Source: an optimization exercise on an open RTL-to-GDS flow (aim: a short achievable clock period and few clock cycles per item). Production flows keep margins and buffers that such runs may drop. The RTL of this run was laid out without a check of its function.

`flow/design.v`:
```
module x10_ctrl (
    input  wire [2:0] cam,
    input  wire       scan,
    input  wire [2:0] scnt,
    input  wire [3:0] inact,
    input  wire [2:0] max_cam,
    input  wire [1:0] idle_mode,
    input  wire [2:0] unit,
    input  wire       on,
    output reg  [2:0] n_cam,
    output reg        n_scan,
    output reg  [2:0] n_scnt,
    output reg  [3:0] n_inact,
    output reg        call
);
    localparam IDLE_SCAN = 2'd0;
    localparam IDLE_PRIO = 2'd1;
    wire [2:0] prev_c = (cam <= 3'd1) ? max_cam : cam - 3'd1;
    wire [2:0] next_c = (cam >= max_cam) ? 3'd1 : cam + 3'd1;
    task automatic do_select(input [2:0] c);
        begin
            n_scan = 1'b0;
            if (c != cam) begin
                n_cam = c;
                call  = 1'b1;
            end
        end
    endtask
    task automatic do_enable_scan;
        begin
            if (!scan) begin
                n_scan = 1'b1;
                n_scnt = 3'd0;
            end
        end
    endtask
    always @(*) begin
        n_cam   = cam;
        n_scan  = scan;
        n_scnt  = scnt;
        n_inact = inact;
        call    = 1'b0;
        if (unit != 3'd0) begin
            n_inact = 4'd0;
            case (unit)
                3'd5: if (on) do_enable_scan(); else do_select(3'd0);
                3'd6: do_select(on ? prev_c : next_c);
                default: begin
                    if (on)
                        do_select(unit);
                    else if (cam == unit) begin
                        case (idle_mode)
                            IDLE_SCAN: do_enable_scan();
                            IDLE_PRIO: do_select(3'd1);
                            default:   ;
                        endcase
                    end
                end
            endcase
        end
    end
endmodule
module x10_core (
    input  wire       clk,
    input  wire       rst,             
    input  wire       cfg_variant_b,   
    input  wire [2:0] cfg_sel,         
    input  wire [2:0] cfg_max,         
    input  wire [2:0] cfg_mult,        
    input  wire [3:0] cfg_house,       
    input  wire [1:0] cfg_idle,        
    input  wire       ev_valid,
    input  wire [1:0] ev_kind,         
    input  wire [7:0] ev_data,
    output wire       ev_ready,
    output reg        tx_valid,
    output reg  [7:0] tx_data,
    input  wire       tx_ready,
    output reg        od_valid,
    output reg  [2:0] od_slot,
    output reg  [2:0] mux_slot,
    output reg        rep_valid,
    output reg  [7:0] rep_byte,
    output reg        want_resync
);
    localparam EV_BYTE   = 2'd0;
    localparam EV_TICK   = 2'd1;
    localparam EV_RESYNC = 2'd2;
    localparam EV_RESUME = 2'd3;
    localparam IDLE_SCAN = 2'd0;
    localparam IDLE_PRIO = 2'd1;
    localparam M_READY  = 2'd0;    
    localparam M_TX     = 2'd1;    
    localparam M_EMIT   = 2'd2;    
    localparam M_REPLAY = 2'd3;    
    localparam A_IDLE    = 2'd0;
    localparam A_COLLECT = 2'd1;
    localparam A_DISCARD = 2'd2;
    localparam [3:0] RECOVERY_WINDOW = 4'd10;
    localparam [5:0] RESYNC_LAST     = 6'd59;    
    localparam [2:0] PRESCALE_LAST   = 3'd4;     
    localparam [3:0] INACT_LAST      = 4'd12;    
    function [3:0] raw_house_a(input [3:0] l);
        case (l)
            4'd0:  raw_house_a = 4'h6;  4'd1:  raw_house_a = 4'hE;
            4'd2:  raw_house_a = 4'h2;  4'd3:  raw_house_a = 4'hA;
            4'd4:  raw_house_a = 4'h1;  4'd5:  raw_house_a = 4'h9;
            4'd6:  raw_house_a = 4'h5;  4'd7:  raw_house_a = 4'hD;
            4'd8:  raw_house_a = 4'h7;  4'd9:  raw_house_a = 4'hF;
            4'd10: raw_house_a = 4'h3;  4'd11: raw_house_a = 4'hB;
            4'd12: raw_house_a = 4'h0;  4'd13: raw_house_a = 4'h8;
            4'd14: raw_house_a = 4'h4;  default: raw_house_a = 4'hC;
        endcase
    endfunction
    function [3:0] raw_house_b(input [3:0] l);
        case (l)
            4'd0:  raw_house_b = 4'h6;  4'd1:  raw_house_b = 4'h7;
            4'd2:  raw_house_b = 4'h4;  4'd3:  raw_house_b = 4'h5;
            4'd4:  raw_house_b = 4'h8;  4'd5:  raw_house_b = 4'h9;
            4'd6:  raw_house_b = 4'hA;  4'd7:  raw_house_b = 4'hB;
            4'd8:  raw_house_b = 4'hE;  4'd9:  raw_house_b = 4'hF;
            4'd10: raw_house_b = 4'hC;  4'd11: raw_house_b = 4'hD;
            4'd12: raw_house_b = 4'h0;  4'd13: raw_house_b = 4'h1;
            4'd14: raw_house_b = 4'h2;  default: raw_house_b = 4'h3;
        endcase
    endfunction
    function [2:0] dev_a(input [3:0] raw);
        case (raw)
            4'h6: dev_a = 3'd1;
            4'hE: dev_a = 3'd2;
            4'h2: dev_a = 3'd3;
            4'hA: dev_a = 3'd4;
            4'h1: dev_a = 3'd5;
            4'h9: dev_a = 3'd6;
            default: dev_a = 3'd0;
        endcase
    endfunction
    function [3:0] unit_b(input [7:0] raw);
        case (raw)
            8'h00: unit_b = {1'b1, 3'd1};
            8'h10: unit_b = {1'b1, 3'd2};
            8'h08: unit_b = {1'b1, 3'd3};
            8'h18: unit_b = {1'b1, 3'd4};
            8'h40: unit_b = {1'b1, 3'd5};
            8'h50: unit_b = {1'b1, 3'd6};
            8'h20: unit_b = {1'b0, 3'd1};
            8'h30: unit_b = {1'b0, 3'd2};
            8'h28: unit_b = {1'b0, 3'd3};
            8'h38: unit_b = {1'b0, 3'd4};
            8'h60: unit_b = {1'b0, 3'd5};
            8'h70: unit_b = {1'b0, 3'd6};
            default: unit_b = 4'd0;
        endcase
    endfunction
    reg       variant_b;
    reg [3:0] raw_ha;           
    reg [3:0] raw_hb;           
    reg [2:0] max_cam;
    reg       max_ge3, max_ge4;
    reg [2:0] scan_mult;
    reg [1:0] idle_mode;
    reg [2:0] r_cam,   s_cam;
    reg       r_scan,  s_scan;
    reg [2:0] r_scnt,  s_scnt;
    reg [3:0] r_inact, s_inact;
    reg       rdy;
    reg [1:0] mode;
    reg [1:0] a_state;
    reg [3:0] a_rem;            
    reg       a_first;          
    reg [7:0] a_mask;           
    reg [2:0] a_unit;           
    reg       a_dirty;          
    reg [5:0] resync_counter;
    reg [2:0] q_slot [0:7];
    reg [3:0] q_n;
    reg [2:0] q_ptr;
    reg [3:0] q_end;
    reg [3:0] e_act [0:7];
    reg [3:0] e_n;
    reg [2:0] b_idx;
    reg       b_mine;           
    reg       b_hit;            
    reg [7:0] b_u;
    reg [2:0] b_unit;           
    reg       b_on;
    reg       dup_valid;
    reg [7:0] dup_value;
    reg [2:0] prescale_counter;
    reg [2:0] tx_left;
    assign ev_ready = rdy;
    wire [2:0] so_cam, sf_cam, sf_scnt_u, so_scnt;
    wire       so_scan, sf_scan, so_call, sf_call;
    wire [2:0] sf_scnt;
    wire [3:0] so_inact, sf_inact;
    x10_ctrl u_s_on (
        .cam(s_cam), .scan(s_scan), .scnt(s_scnt), .inact(s_inact),
        .max_cam(max_cam), .idle_mode(idle_mode), .unit(a_unit), .on(1'b1),
        .n_cam(so_cam), .n_scan(so_scan), .n_scnt(so_scnt), .n_inact(so_inact),
        .call(so_call));
    x10_ctrl u_s_off (
        .cam(s_cam), .scan(s_scan), .scnt(s_scnt), .inact(s_inact),
        .max_cam(max_cam), .idle_mode(idle_mode), .unit(a_unit), .on(1'b0),
        .n_cam(sf_cam), .n_scan(sf_scan), .n_scnt(sf_scnt), .n_inact(sf_inact),
        .call(sf_call));
    wire [2:0] bb_cam, bb_scnt;
    wire       bb_scan, bb_call;
    wire [3:0] bb_inact;
    x10_ctrl u_b (
        .cam(r_cam), .scan(r_scan), .scnt(r_scnt), .inact(r_inact),
        .max_cam(max_cam), .idle_mode(idle_mode), .unit(b_unit), .on(b_on),
        .n_cam(bb_cam), .n_scan(bb_scan), .n_scnt(bb_scnt), .n_inact(bb_inact),
        .call(bb_call));
    reg  [2:0] rp_ptr;
    reg  [3:0] rp_end;
    wire [3:0] rp_act = e_act[rp_ptr];
    wire [2:0] rr_cam, rr_scnt;
    wire       rr_scan, rr_call;
    wire [3:0] rr_inact;
    x10_ctrl u_rp (
        .cam(r_cam), .scan(r_scan), .scnt(r_scnt), .inact(r_inact),
        .max_cam(max_cam), .idle_mode(idle_mode), .unit(rp_act[2:0]), .on(rp_act[3]),
        .n_cam(rr_cam), .n_scan(rr_scan), .n_scnt(rr_scnt), .n_inact(rr_inact),
        .call(rr_call));
    reg [2:0] t_cam, t_scnt;
    reg       t_scan, t_call;
    reg [3:0] t_inact;
    always @(*) begin
        t_cam   = r_cam;
        t_scan  = r_scan;
        t_scnt  = r_scnt;
        t_inact = r_inact;
        t_call  = 1'b0;
        if (r_scan) begin
            if (r_scnt == scan_mult) begin
                t_cam  = (r_cam >= max_cam) ? 3'd1 : r_cam + 3'd1;
                t_call = 1'b1;
                t_scnt = 3'd0;
            end else begin
                t_scnt = r_scnt + 3'd1;
            end
        end else begin
            if (r_inact == INACT_LAST) begin
                t_inact = 4'd0;
                case (idle_mode)
                    IDLE_SCAN: begin
                        t_scan = 1'b1;
                        t_scnt = 3'd0;
                    end
                    IDLE_PRIO: begin
                        if (r_cam != 3'd1) begin
                            t_cam  = 3'd1;
                            t_call = 1'b1;
                        end
                    end
                    default: ;
                endcase
            end else begin
                t_inact = r_inact + 4'd1;
            end
        end
    end
    wire [2:0] init_cam = (cfg_idle == IDLE_PRIO) ? 3'd1 : cfg_sel;
    wire accept   = ev_valid && rdy;
    wire k_byte   = accept && (ev_kind == EV_BYTE);
    wire k_tick   = accept && (ev_kind == EV_TICK);
    wire k_resync = accept && (ev_kind == EV_RESYNC);
    wire k_resume = accept && (ev_kind == EV_RESUME);
    wire load     = rst || k_resume;
    wire       a_pay    = k_byte && !variant_b && (a_state == A_COLLECT) && !a_first;
    wire       a_last   = (a_rem == 4'd1);
    wire       p_mine   = (ev_data[7:4] == raw_ha);
    wire       p_func   = a_mask[0];
    wire       p_on     = (ev_data[3:0] == 4'h2);
    wire       p_off    = (ev_data[3:0] == 4'h3);
    wire       p_act    = a_pay && p_func && p_mine && (p_on || p_off) && (a_unit != 3'd0);
    wire [2:0] p_dev    = dev_a(ev_data[3:0]);
    wire       p_dev_ok = !((p_dev == 3'd3 && !max_ge3) || (p_dev == 3'd4 && !max_ge4));
    wire       p_call   = p_act && (p_on ? so_call : sf_call);
    wire [2:0] p_slot   = p_on ? so_cam : sf_cam;
    wire [3:0] u_dec    = unit_b(ev_data);
    wire       u_ok     = !((u_dec[2:0] == 3'd3 && !max_ge3) || (u_dec[2:0] == 3'd4 && !max_ge4));
    wire       b_pkt    = k_byte && variant_b && (b_idx == 3'd4) && (ev_data == 8'hAD)
                          && b_mine && !b_hit;
    wire       slow     = k_tick && (!variant_b || prescale_counter == PRESCALE_LAST);
    wire [3:0] q_total  = q_n + {3'd0, p_call};
    wire [3:0] e_total  = e_n + {3'd0, p_act};
    always @(posedge clk) begin
        rep_valid <= 1'b0;
        od_valid  <= 1'b0;
        if (load) begin
            variant_b        <= cfg_variant_b;
            raw_ha           <= raw_house_a(cfg_house);
            raw_hb           <= raw_house_b(cfg_house);
            max_cam          <= cfg_max;
            max_ge3          <= (cfg_max >= 3'd3);
            max_ge4          <= (cfg_max >= 3'd4);
            scan_mult        <= cfg_mult;
            idle_mode        <= cfg_idle;
            r_cam            <= init_cam;
            r_scan           <= (cfg_idle == IDLE_SCAN);
            r_scnt           <= 3'd0;
            r_inact          <= 4'd0;
            rdy              <= 1'b1;
            mode             <= M_READY;
            a_state          <= A_IDLE;
            a_unit           <= 3'd0;
            resync_counter   <= 6'd0;
            want_resync      <= 1'b0;
            b_idx            <= 3'd0;
            b_hit            <= 1'b0;
            dup_valid        <= 1'b0;
            prescale_counter <= 3'd0;
            tx_valid         <= 1'b0;
            od_valid         <= 1'b1;
            od_slot          <= init_cam;
            mux_slot         <= init_cam;
        end else begin
            case (mode)
                M_READY: begin
                    if (k_byte && !variant_b) begin
                        case (a_state)
                            A_IDLE: begin
                                if (ev_data == 8'h5A) begin
                                    tx_valid <= 1'b1;
                                    tx_data  <= 8'hC3;
                                    tx_left  <= 3'd1;
                                    rdy      <= 1'b0;
                                    mode     <= M_TX;
                                end else if (ev_data == 8'h00) begin
                                    tx_valid <= 1'b1;
                                    tx_data  <= 8'h00;
                                    tx_left  <= 3'd1;
                                    rdy      <= 1'b0;
                                    mode     <= M_TX;
                                end else if (ev_data == 8'hA5) begin
                                    tx_valid <= 1'b1;
                                    tx_data  <= 8'h9B;
                                    tx_left  <= 3'd7;
                                    rdy      <= 1'b0;
                                    mode     <= M_TX;
                                end else if (ev_data == 8'h55) begin
                                end else if (ev_data <= 8'd9) begin
                                    a_rem   <= ev_data[3:0];
                                    a_first <= 1'b1;
                                    a_dirty <= 1'b0;
                                    q_n     <= 4'd0;
                                    e_n     <= 4'd0;
                                    a_state <= A_COLLECT;
                                end else begin
                                    rep_valid <= 1'b1;
                                    rep_byte  <= ev_data;
                                    a_rem     <= RECOVERY_WINDOW;
                                    a_state   <= A_DISCARD;
                                end
                            end
                            A_COLLECT: begin
                                a_rem <= a_rem - 4'd1;
                                if (a_last)
                                    a_state <= A_IDLE;
                                if (a_first) begin
                                    a_mask  <= ev_data;
                                    a_first <= 1'b0;
                                end else begin
                                    a_mask <= {1'b0, a_mask[7:1]};
                                    if (!p_func && p_mine)
                                        a_unit <= p_dev_ok ? p_dev : 3'd0;
                                    if (p_act) begin
                                        e_act[e_n[2:0]] <= {p_on, a_unit};
                                        e_n <= e_n + 4'd1;
                                    end
                                    if (p_act && !a_dirty) begin
                                        s_cam   <= p_on ? so_cam   : sf_cam;
                                        s_scan  <= p_on ? so_scan  : sf_scan;
                                        s_scnt  <= p_on ? so_scnt  : sf_scnt;
                                        s_inact <= p_on ? so_inact : sf_inact;
                                    end
                                    if (p_call && !a_dirty) begin
                                        q_slot[q_n[2:0]] <= p_slot;
                                        q_n <= q_n + 4'd1;
                                    end
                                    if (a_last) begin
                                        if (!a_dirty) begin
                                            if (p_act) begin
                                                r_cam   <= p_on ? so_cam   : sf_cam;
                                                r_scan  <= p_on ? so_scan  : sf_scan;
                                                r_scnt  <= p_on ? so_scnt  : sf_scnt;
                                                r_inact <= p_on ? so_inact : sf_inact;
                                            end else begin
                                                r_cam   <= s_cam;
                                                r_scan  <= s_scan;
                                                r_scnt  <= s_scnt;
                                                r_inact <= s_inact;
                                            end
                                            if (q_total != 4'd0) begin
                                                od_valid <= 1'b1;
                                                od_slot  <= (q_n != 4'd0) ? q_slot[0] : p_slot;
                                                mux_slot <= (q_n != 4'd0) ? q_slot[0] : p_slot;
                                            end
                                            if (q_total >= 4'd2) begin
                                                rdy   <= 1'b0;
                                                mode  <= M_EMIT;
                                                q_ptr <= 3'd1;
                                                q_end <= q_total - 4'd1;
                                            end
                                        end else if (e_total != 4'd0) begin
                                            rdy    <= 1'b0;
                                            mode   <= M_REPLAY;
                                            rp_ptr <= 3'd0;
                                            rp_end <= e_total - 4'd1;
                                        end
                                    end
                                end
                            end
                            default: begin
                                a_rem <= a_rem - 4'd1;
                                if (a_last)
                                    a_state <= A_IDLE;
                            end
                        endcase
                    end
                    if (k_byte && variant_b) begin
                        case (b_idx)
                            3'd0: b_idx <= (ev_data == 8'hD5) ? 3'd1 : 3'd0;
                            3'd1: b_idx <= (ev_data == 8'hAA) ? 3'd2 : 3'd0;
                            3'd2: begin
                                b_mine <= (ev_data[7:4] == raw_hb);
                                b_idx  <= 3'd3;
                            end
                            3'd3: begin
                                b_u    <= ev_data;
                                b_hit  <= dup_valid && (dup_value == ev_data);
                                b_on   <= u_dec[3];
                                b_unit <= u_ok ? u_dec[2:0] : 3'd0;
                                b_idx  <= 3'd4;
                            end
                            default: begin
                                b_idx <= 3'd0;
                                if (b_pkt) begin
                                    dup_valid <= 1'b1;
                                    dup_value <= b_u;
                                    r_cam     <= bb_cam;
                                    r_scan    <= bb_scan;
                                    r_scnt    <= bb_scnt;
                                    r_inact   <= bb_inact;
                                    if (bb_call) begin
                                        od_valid <= 1'b1;
                                        od_slot  <= bb_cam;
                                        mux_slot <= bb_cam;
                                    end
                                end
                            end
                        endcase
                    end
                    if (k_tick) begin
                        if (variant_b) begin
                            dup_valid <= 1'b0;
                            b_hit     <= 1'b0;
                            if (prescale_counter == PRESCALE_LAST)
                                prescale_counter <= 3'd0;
                            else
                                prescale_counter <= prescale_counter + 3'd1;
                        end else begin
                            if (a_state == A_COLLECT)
                                a_dirty <= 1'b1;
                            if (resync_counter == RESYNC_LAST) begin
                                want_resync    <= 1'b1;
                                resync_counter <= 6'd0;
                            end else begin
                                resync_counter <= resync_counter + 6'd1;
                            end
                        end
                    end
                    if (slow) begin
                        r_cam   <= t_cam;
                        r_scan  <= t_scan;
                        r_scnt  <= t_scnt;
                        r_inact <= t_inact;
                        if (t_call) begin
                            od_valid <= 1'b1;
                            od_slot  <= t_cam;
                            mux_slot <= t_cam;
                        end
                    end
                    if (k_resync && !variant_b && want_resync && a_state == A_IDLE)
                        want_resync <= 1'b0;
                end
                M_TX: if (tx_ready) begin
                    tx_data <= 8'h00;
                    tx_left <= tx_left - 3'd1;
                    if (tx_left == 3'd1) begin
                        tx_valid <= 1'b0;
                        rdy      <= 1'b1;
                        mode     <= M_READY;
                    end
                end
                M_EMIT: begin
                    od_valid <= 1'b1;
                    od_slot  <= q_slot[q_ptr];
                    mux_slot <= q_slot[q_ptr];
                    q_ptr    <= q_ptr + 3'd1;
                    if ({1'b0, q_ptr} == q_end) begin
                        rdy  <= 1'b1;
                        mode <= M_READY;
                    end
                end
                default: begin
                    r_cam   <= rr_cam;
                    r_scan  <= rr_scan;
                    r_scnt  <= rr_scnt;
                    r_inact <= rr_inact;
                    if (rr_call) begin
                        od_valid <= 1'b1;
                        od_slot  <= rr_cam;
                        mux_slot <= rr_cam;
                    end
                    rp_ptr <= rp_ptr + 3'd1;
                    if ({1'b0, rp_ptr} == rp_end) begin
                        rdy  <= 1'b1;
                        mode <= M_READY;
                    end
                end
            endcase
        end
        if (a_state != A_COLLECT) begin
            s_cam   <= r_cam;
            s_scan  <= r_scan;
            s_scnt  <= r_scnt;
            s_inact <= r_inact;
        end
    end
endmodule
```
`flow/run.sh`:
```
#!/bin/bash
# synth_recipe.tcl (not shown) runs the flow's synth.tcl, then flattens the netlist and writes it again
# the make line also repeats each setting of config.mk as NAME=value (left out here)
make -C /OpenROAD-flow-scripts/flow DESIGN_CONFIG=/design/flow/config.mk WORK_HOME=/design/flow/orfs CLKGATE_MAP_FILE= SYNTH_SCRIPT=/design/flow/synth_recipe.tcl finish
```
`flow/config.mk`:
```
export PLATFORM = sky130hd
export DESIGN_NAME = x10_core
export DESIGN_NICKNAME = x10_core
export VERILOG_FILES = /design/flow/design.v
export SDC_FILE = /design/flow/constraint.sdc
export NUM_CORES = 4
export LEC_CHECK = 0
export CAP_MARGIN = 20
export CORE_MARGIN = 2
export CORE_UTILIZATION = 40
export SLEW_MARGIN = 20
```
`flow/constraint.sdc`:
```
create_clock -name core_clock -period 5.0 [get_ports {clk}]
set_input_delay 1.0000 -clock core_clock [delete_from_list [all_inputs] [get_ports {clk}]]
set_output_delay 1.0000 -clock core_clock [all_outputs]
set_load 0.01 [all_outputs]
```
==> flow_metrics.py <==
metrics = {
    "sta": {
        "setup_tns_ns": 0,
        "worst_slack_ns": 0.503,
        "final_hold_viol_count": 0,
        "fin_crit_sh": 0.899,
        "relSlewSlack": 0.300,
        "max_freq_mhz": 222,
        "rsz0062_at_grt": "false",
        "finalSetupViolCount": 0,
        "final_max_slew_viol_count": 0,
        "fin_crit_ns": 4.50,
        "fin_skew_ns": 0.0130,
        "tightest_slew_ns": 1.04,
    },
    "cts": {
        "cts_resized": 0,
        "insertion_delay_ns": 0.52,
        "path_clk_slew_ns": 0.06,
        "clock_sinks": 202,
        "ctsHoldBuffers": 0,
        "clockBufferDepth": 3,
        "cts_setup_buffers": 0,
        "cts_tree": "done",
        "cts_buffers": 23,
        "clockRootBuffer": "clkbuf_16",
        "htree_levels": 1,
    },
    "die": {
        "start_util": 0.405,
        "ioPinCount": 57,
        "die_y_um": 177,
        "fp.dieArea_mm2": 0.0313,
        "num_rows": 63,
        "die_w_um": 177,
        "coreArea_mm2": 0.0296,
    },
    "detailed_routing": {
        "dr.pass1.iters": 5,
        "wl_um": 33400,
        "wl_per_cell_um": 20.3,
        "drc": 0,
        "dr.first_iter.drc_count": 1015,
        "via_count": 9797,
        "vias_per_cell": 5.96,
        "ant_nets": 0,
    },
    "final_layout": {
        "final-instance-count-excl-fill": 1645,
        "drive_above_1_share": 0.115,
        "fin_nets": 1311,
        "n_antenna_cell": 0,
        "design_area_mm2": 0.0139,
        "syn_to_final_growth_pct": 15.9,
    },
    "setup_path": {
        "setup.worst_path.end_class": "register",
        "start_kind": "primary input",
        "cp_data_arrival_time_ns": 4.76,
        "crit_fanout": 4,
        "worstSetupPathType": "in -> reg",
        "cp.required_ns": 5.26,
    },
    "synth": {
        "netlist.area_leader.share": 0.409,
        "yosysTopAreaCell": "edfxtp_1",
        "synth_area_mm2": 0.0120,
        "synth-edff-count": 163,
        "ys.flop_type": "edfxtp_1",
        "synth_cell_types": 87,
        "synth_common_cells": "163 x edfxtp_1, 100 x nor2_1, 93 x nand2_1",
        "synth-seq-area-share": 0.475,
        "synthCells": 1189,
        "yosys.cell_count.top_type": "edfxtp_1",
        "ys_warn_count": 2,
        "ys_ff_latch": 202,
        "synth.area.top_cells": "edfxtp_1 41%, dfxtp_1 6.5%, ha_1 4.4%, o21ai_0 3.2%, nor2_1 3.1%",
        "async_reset_ff_frac": 0,
        "avgSynthCellArea_um2": 10.1,
    },
    "power_and_ir_drop": {
        "power.leakage_nw": 4.89,
        "powerDensity_mw_per_mm2": 298,
        "p_total_w": 0.00413,
        "irDropWorstVdd_uv": 176,
    },
    "global_route": {
        "grt_usage": 0.214,
        "antenna_found_initial": 0,
        "grt_pass1_vias": 9326,
        "grt_pass1_wl_um": 52500,
        "gr-total-overflow": 0,
        "grt_max_degree": 30,
    },
    "hold_path": {
        "hp-class": "reg -> reg",
    },
    "place": {
        "dpl_cell_area_mm2": 0.0130,
        "dp_hpwl_um": 24300,
        "dp_slack_ns": -0.0268,
        "place.gp.congestion": 0.901,
        "numPortBuffers": 54,
        "dpl.cell_count": 1604,
    },
    "run": {
        "drv_cap": 0,
    },
    "outcome": {
        "status": "complete, no violations",
    },
}
[cell type report]
cell class	instances	area, um2
fillers	2736	15700
multi-input cells	856	5760
repair buffers	103	908
well taps	390	488
clock buffers	25	593
inverters	53	203
clock inverters	16	235
flip-flops and latches	202	5680
[worst max-delay path, stage by stage]
cell             delay (ns)
clkdlybuf4s50_1        0.45
nand4bb_1              0.27
or4_1                  0.46
or3_4                  0.41
clkinv_2               0.06
o221ai_2               0.10
inv_1                  0.09
ha_1                   0.18
ha_1                   0.28
inv_1                  0.07
ha_1                   0.15
nor4b_1                0.26
a41o_1                 0.26
nor3_1                 0.07
a311o_1                0.38
o21ai_0                0.19
nand2_1                0.07
[cells in the final DEF, fill, tap and decap left out, drive strengths merged, types with 14 or more instances in the layout]
| cell type | n |
|---|---|
| ha | 42 |
| inv | 50 |
| mux4 | 14 |
| a21oi | 72 |
| clkbuf | 25 |
| mux2 | 19 |
| dfxtp | 39 |
| a211oi | 16 |
| a31oi | 16 |
| xor2 | 32 |
| edfxtp | 163 |
| clkdlybuf4s50 | 54 |
| nand2 | 93 |
| mux2i | 14 |
| nor4 | 15 |
| nand2b | 16 |
| buf | 49 |
| nand3 | 44 |
| or3 | 14 |
| nor2b | 15 |
| nand4 | 19 |
| xnor2 | 32 |
| nor3 | 38 |
| o21ai | 76 |
| nor2 | 100 |
[registers in the layout, summed over array words and instances (netlist names), 4 cells and up, named ones only]
| signal | count |
|---|---|
| r_inact | 4 |
| q_n | 4 |
| e_act | 32 |
| a_mask | 8 |
| b_u | 8 |
| s_inact | 4 |
| dup_value | 8 |
| q_slot | 24 |
| rp_end | 4 |
| resync_counter | 6 |
| q_end | 4 |
| a_rem | 4 |
| rep_byte | 8 |
| e_n | 4 |
[layer usage]
layer | share of wire | vias to the layer above | track usage
met3 | 0.064 | 72 | 0.0268
met5 | 0 | - | 0
met2 | 0.45 | 386 | 0.339
met1 | 0.45 | 4767 | 0.306
li1 | - | 4572 | -
met4 | 0.030 | 0 | 0.0702
[stage by stage]
step	hold WS, ns	util
3_5_place_dp	0.405	0.441
4_1_cts	0.417	0.469
3_3_place_gp	0.400	0.441
5_1_grt	0.424	0.469
6_report	0.417	0.469
2_1_floorplan	0.400	-
[cells by family (layout without fill, tap and decap cells)]
family	Yosys count	after routing	share of synthesized area
other	1	2	0.000314
AOI/OAI and AO/OA	301	301	0.167
adders and majority gates	43	43	0.0448
muxes	47	47	0.0560
xor gates and xnor gates	64	64	0.0469
and+or+nand+nor	399	399	0.166
buffers and inverters	132	197	0.0448
DFF	202	202	0.475
[final timing paths]
check	start	endpoint	slack (ns)	depth (start not counted)
worst min register to register	b_u[4]$_DFFE_PP_	dup_value[4]$_DFFE_PP_	0.42	0
worst max-delay path	ev_kind[1]	od_slot[0]$_DFFE_PP_	0.50	17
worst max register to register	s_cam[0]$_DFFE_PP_	od_slot[0]$_DFFE_PP_	0.66	18
worst min-delay path	b_u[4]$_DFFE_PP_	dup_value[4]$_DFFE_PP_	0.42	0
[power by group]
part | internal (W) | switching (W)
Clock | 0.00113 | 0.000706
Combinational | 0.000159 | 0.000251
Sequential | 0.00184 | 0.0000423
Total | 0.00313 | 0.000998

-- afterwards: timing with drivers on the ports --
The flow's constraints put no driver on any port. The routed layout listed below was extracted and timed again, unchanged, in two steps.
Step 1, drivers: a clkbuf_16 drives clk and a buf_2 each remaining input, both assumed.
Step 2 moves the port delays by t, midway between the first and last clock arrival at a register: inputs arrive t later, outputs are due t later. That takes back most of the time a late clock gives input paths.
Slacks: ideal / step 1 / step 2; pairs: ideal / step 1.
t, ns: 0.569
slack for setup (ns): 0.503 / 0.525 / -0.045
clock arrival spread, ns: 0.013 / 0.013
Met with ideal ports but missed after step 2: setup timing in this run. The setup slack of this run moves by +0.022 ns with the drivers and by -0.548 ns with both steps.
